From an optimization exercise on the open Yosys and OpenROAD flow, aimed at small area, a short achievable clock period and few clock cycles; shortcuts taken in it are not production practice. The RTL was checked by simulation tests, not by an equivalence proof against the original design. Power is estimated from default activity; no workload was simulated.

## v8
// bps_engine
module bps_engine (
    input  wire        clk,
    input  wire        rst,           
    input  wire        host_we,
    input  wire [7:0]  host_addr,
    input  wire [63:0] host_wdata,
    output reg  [63:0] host_rdata,
    output wire        src_re,
    output wire [15:0] src_addr,
    input  wire [7:0]  src_rdata,
    output wire        patch_re,
    output wire [15:0] patch_addr,
    input  wire [7:0]  patch_rdata,
    output wire        out_re,
    output wire [15:0] out_raddr,
    input  wire [7:0]  out_rdata,
    output wire        out_we,
    output wire [15:0] out_waddr,
    output wire [7:0]  out_wdata
);
    localparam [2:0] E_FORMAT      = 3'd1;
    localparam [2:0] E_INTEGRITY   = 3'd2;
    localparam [2:0] E_BOUNDS      = 3'd3;
    localparam [2:0] E_CONSISTENCY = 3'd5;
    localparam [2:0] E_OVERFLOW    = 3'd6;
    localparam [2:0] E_CAPACITY    = 3'd7;
    localparam [3:0] S_MAG0  = 4'd0;    
    localparam [3:0] S_MAG   = 4'd1;    
    localparam [3:0] S_VAR   = 4'd2;    
    localparam [3:0] S_SCHK  = 4'd3;    
    localparam [3:0] S_TCHK  = 4'd4;    
    localparam [3:0] S_MCHK  = 4'd5;    
    localparam [3:0] S_FOOT0 = 4'd6;    
    localparam [3:0] S_FOOT  = 4'd7;    
    localparam [3:0] S_JMP   = 4'd8;    
    localparam [3:0] S_ICHK  = 4'd9;    
    localparam [3:0] S_ICHK2 = 4'd13;   
    localparam [3:0] S_MCHK2 = 4'd14;   
    localparam [3:0] S_SFILL = 4'd15;   
    localparam [3:0] S_COPY  = 4'd10;   
    localparam [3:0] S_TRCP  = 4'd11;   
    localparam [3:0] S_WAIT  = 4'd12;   
    localparam [2:0] V_SRC  = 3'd0;
    localparam [2:0] V_TGT  = 3'd1;
    localparam [2:0] V_META = 3'd2;
    localparam [2:0] V_CMD  = 3'd3;
    localparam [2:0] V_DEL  = 3'd4;
    reg        run;             
    reg        fin;             
    reg        flt;             
    reg [2:0]  err;
  ...
Size: ~3700 cells after synthesis, ~490 flip-flops.
export LEC_CHECK = 0
export CAP_MARGIN = 30
export CORE_MARGIN = 2
export CORE_UTILIZATION = 60
export CTS_BUF_LIST = sky130_fd_sc_hd__clkbuf_16
export CTS_CLUSTER_DIAMETER = 150
export CTS_CLUSTER_SIZE = 20
export SLEW_MARGIN = 30
create_clock -name core_clock -period 15.0 [get_ports {clk}]
standard.sh (not shown) runs the stock make flow with config.mk's settings and CLKGATE_MAP_FILE= SYNTH_SCRIPT=/design/flow/synth_recipe.tcl, a recipe that flattens the netlist after the stock synthesis.
==> flow/flow/run.sh <==
#!/bin/bash
# Layout flow: the standard synthesis unchanged, then the standard layout with a
# setup repair margin of 7.5 ns (repair_timing works toward a slack of 7.5 ns at the design's
# 15 ns clock) and every port buffered with a buf_1 cell (repair may upsize them).
set -euo pipefail
bash standard.sh synth > synth.log 2>&1
bash standard.sh SETUP_SLACK_MARGIN=7.5 "BUFFER_PORTS_ARGS=-buffer_cell sky130_fd_sc_hd__buf_1" finish > layout.log 2>&1
Testbench counts of v8, summed over its fixed seeds: cycles 172,364.
The following lists how v1 was set up differently from v8:
# v8
export LEC_CHECK = 0
export CAP_MARGIN = 30
export CORE_MARGIN = 2
export CORE_UTILIZATION = 60
export CTS_BUF_LIST = sky130_fd_sc_hd__clkbuf_16
export CTS_CLUSTER_DIAMETER = 150
export CTS_CLUSTER_SIZE = 20
export SLEW_MARGIN = 30
create_clock -name core_clock -period 15.0 [get_ports {clk}]
# v1
export LEC_CHECK = 0
export CAP_MARGIN = 30
export CORE_MARGIN = 2
export CORE_UTILIZATION = 50
export CTS_BUF_LIST = sky130_fd_sc_hd__clkbuf_16
export CTS_CLUSTER_DIAMETER = 150
export CTS_CLUSTER_SIZE = 20
export SLEW_MARGIN = 30
create_clock -name core_clock -period 15.0 [get_ports {clk}]
==> flow/flow/run.sh <==
#!/bin/bash
# Layout flow: the standard synthesis unchanged, then the standard layout with a
# setup repair margin of 7.5 ns (repair_timing works toward a slack of 7.5 ns at the design's
# 15 ns clock), every port buffered with a buf_1 cell (repair may upsize them), and the
# floorplan step removing synthesis buffers instead of repairing timing before placement.
set -euo pipefail
bash standard.sh synth > synth.log 2>&1
bash standard.sh SETUP_SLACK_MARGIN=7.5 REMOVE_ABC_BUFFERS=1 "BUFFER_PORTS_ARGS=-buffer_cell sky130_fd_sc_hd__buf_1" finish > layout.log 2>&1
### Flow results
- v1 reports a higher number of nets in the final layout than v8 does.
- Delta (v1 minus v8): worst hold slack up 0.016 ns; cell area up 450 um2; buffer count from post-CTS setup fixing up 2.
- Diff v8 -> v1 | share of cell area taken by flip-flops and latches | decrease of 0.44 points
- Global routing usage on met3 | v1 below v8
- Between v1 and v8, it is v1 whose tap cell count is higher, by 110.
## Diff of input files: v25 against v1
# v1
export LEC_CHECK = 0
export CAP_MARGIN = 30
export CORE_MARGIN = 2
export CORE_UTILIZATION = 50
export CTS_BUF_LIST = sky130_fd_sc_hd__clkbuf_16
export CTS_CLUSTER_DIAMETER = 150
export CTS_CLUSTER_SIZE = 20
export SLEW_MARGIN = 30
create_clock -name core_clock -period 15.0 [get_ports {clk}]
# v25
export LEC_CHECK = 0
export CAP_MARGIN = 30
export CORE_MARGIN = 2
export CORE_UTILIZATION = 60
export CTS_BUF_LIST = sky130_fd_sc_hd__clkbuf_16
export CTS_CLUSTER_DIAMETER = 150
export CTS_CLUSTER_SIZE = 20
export SLEW_MARGIN = 30
create_clock -name core_clock -period 15.0 [get_ports {clk}]
Findings:
v25 did not stop at any stage, and its layout met the timing, design-rule and antenna checks.
The maximum clock frequency of v25 is higher than that of v1.
Compared with v1, placement density in the core of v25 is higher.
When v25 is measured against v1, its final hold slack turns out 0.0069 ns lower.
The maximum fanout along the worst path in v25 was higher than what v1 gave.
Re switching power total: v25 and v1 aren't equal, and the higher value belongs to v1.
A slowest cell on the critical path of sky130_fd_sc_hd__nor3_4 is what v25 shows, while sky130_fd_sc_hd__nor2_4 belongs to v1.
Going from v1 to v25, final critical-path required period fell 0.028 ns, clock insertion delay at the later pin of the skew report saw little to no change, growth of design area from synthesis to finish fell by 0.89 points.

[what the ideal ports hide]
How much do the figures lean on ideal ports? The routed layouts below were timed once more, with nothing changed but the port constraints. Step 1 (the two cells are an assumption about what drives the block):
set clk [get_ports {clk}]
set_driving_cell -lib_cell sky130_fd_sc_hd__clkbuf_16 $clk
set_driving_cell -lib_cell sky130_fd_sc_hd__buf_2 [delete_from_list [all_inputs] $clk]
Step 2 moves the port delays by t, midway between the first and last clock arrival at a register: inputs arrive t later, outputs are due t later. That takes back most of the time a late clock gives input paths. a / b / c = ideal / step 1 / step 2; a / b = the first two.
| run | t, ns | setup slack, ns | hold slack, ns | cell pins on the clock port's net |
|---|---|---|---|---|
| v8 | 0.699 | 7.534 / 7.425 / 7.425 | 0.427 / 0.427 / 0.427 | 1 |
| v1 | 0.709 | 7.482 / 7.397 / 7.397 | 0.443 / 0.443 / 0.443 | 1 |
| v25 | 0.695 | 7.510 / 7.406 / 7.406 | 0.436 / 0.436 / 0.436 | 1 |
After both steps every run listed still meets setup and hold. The setup slack of v8, which loses most, moves by -0.109 ns with the drivers and by -0.109 ns with both steps.
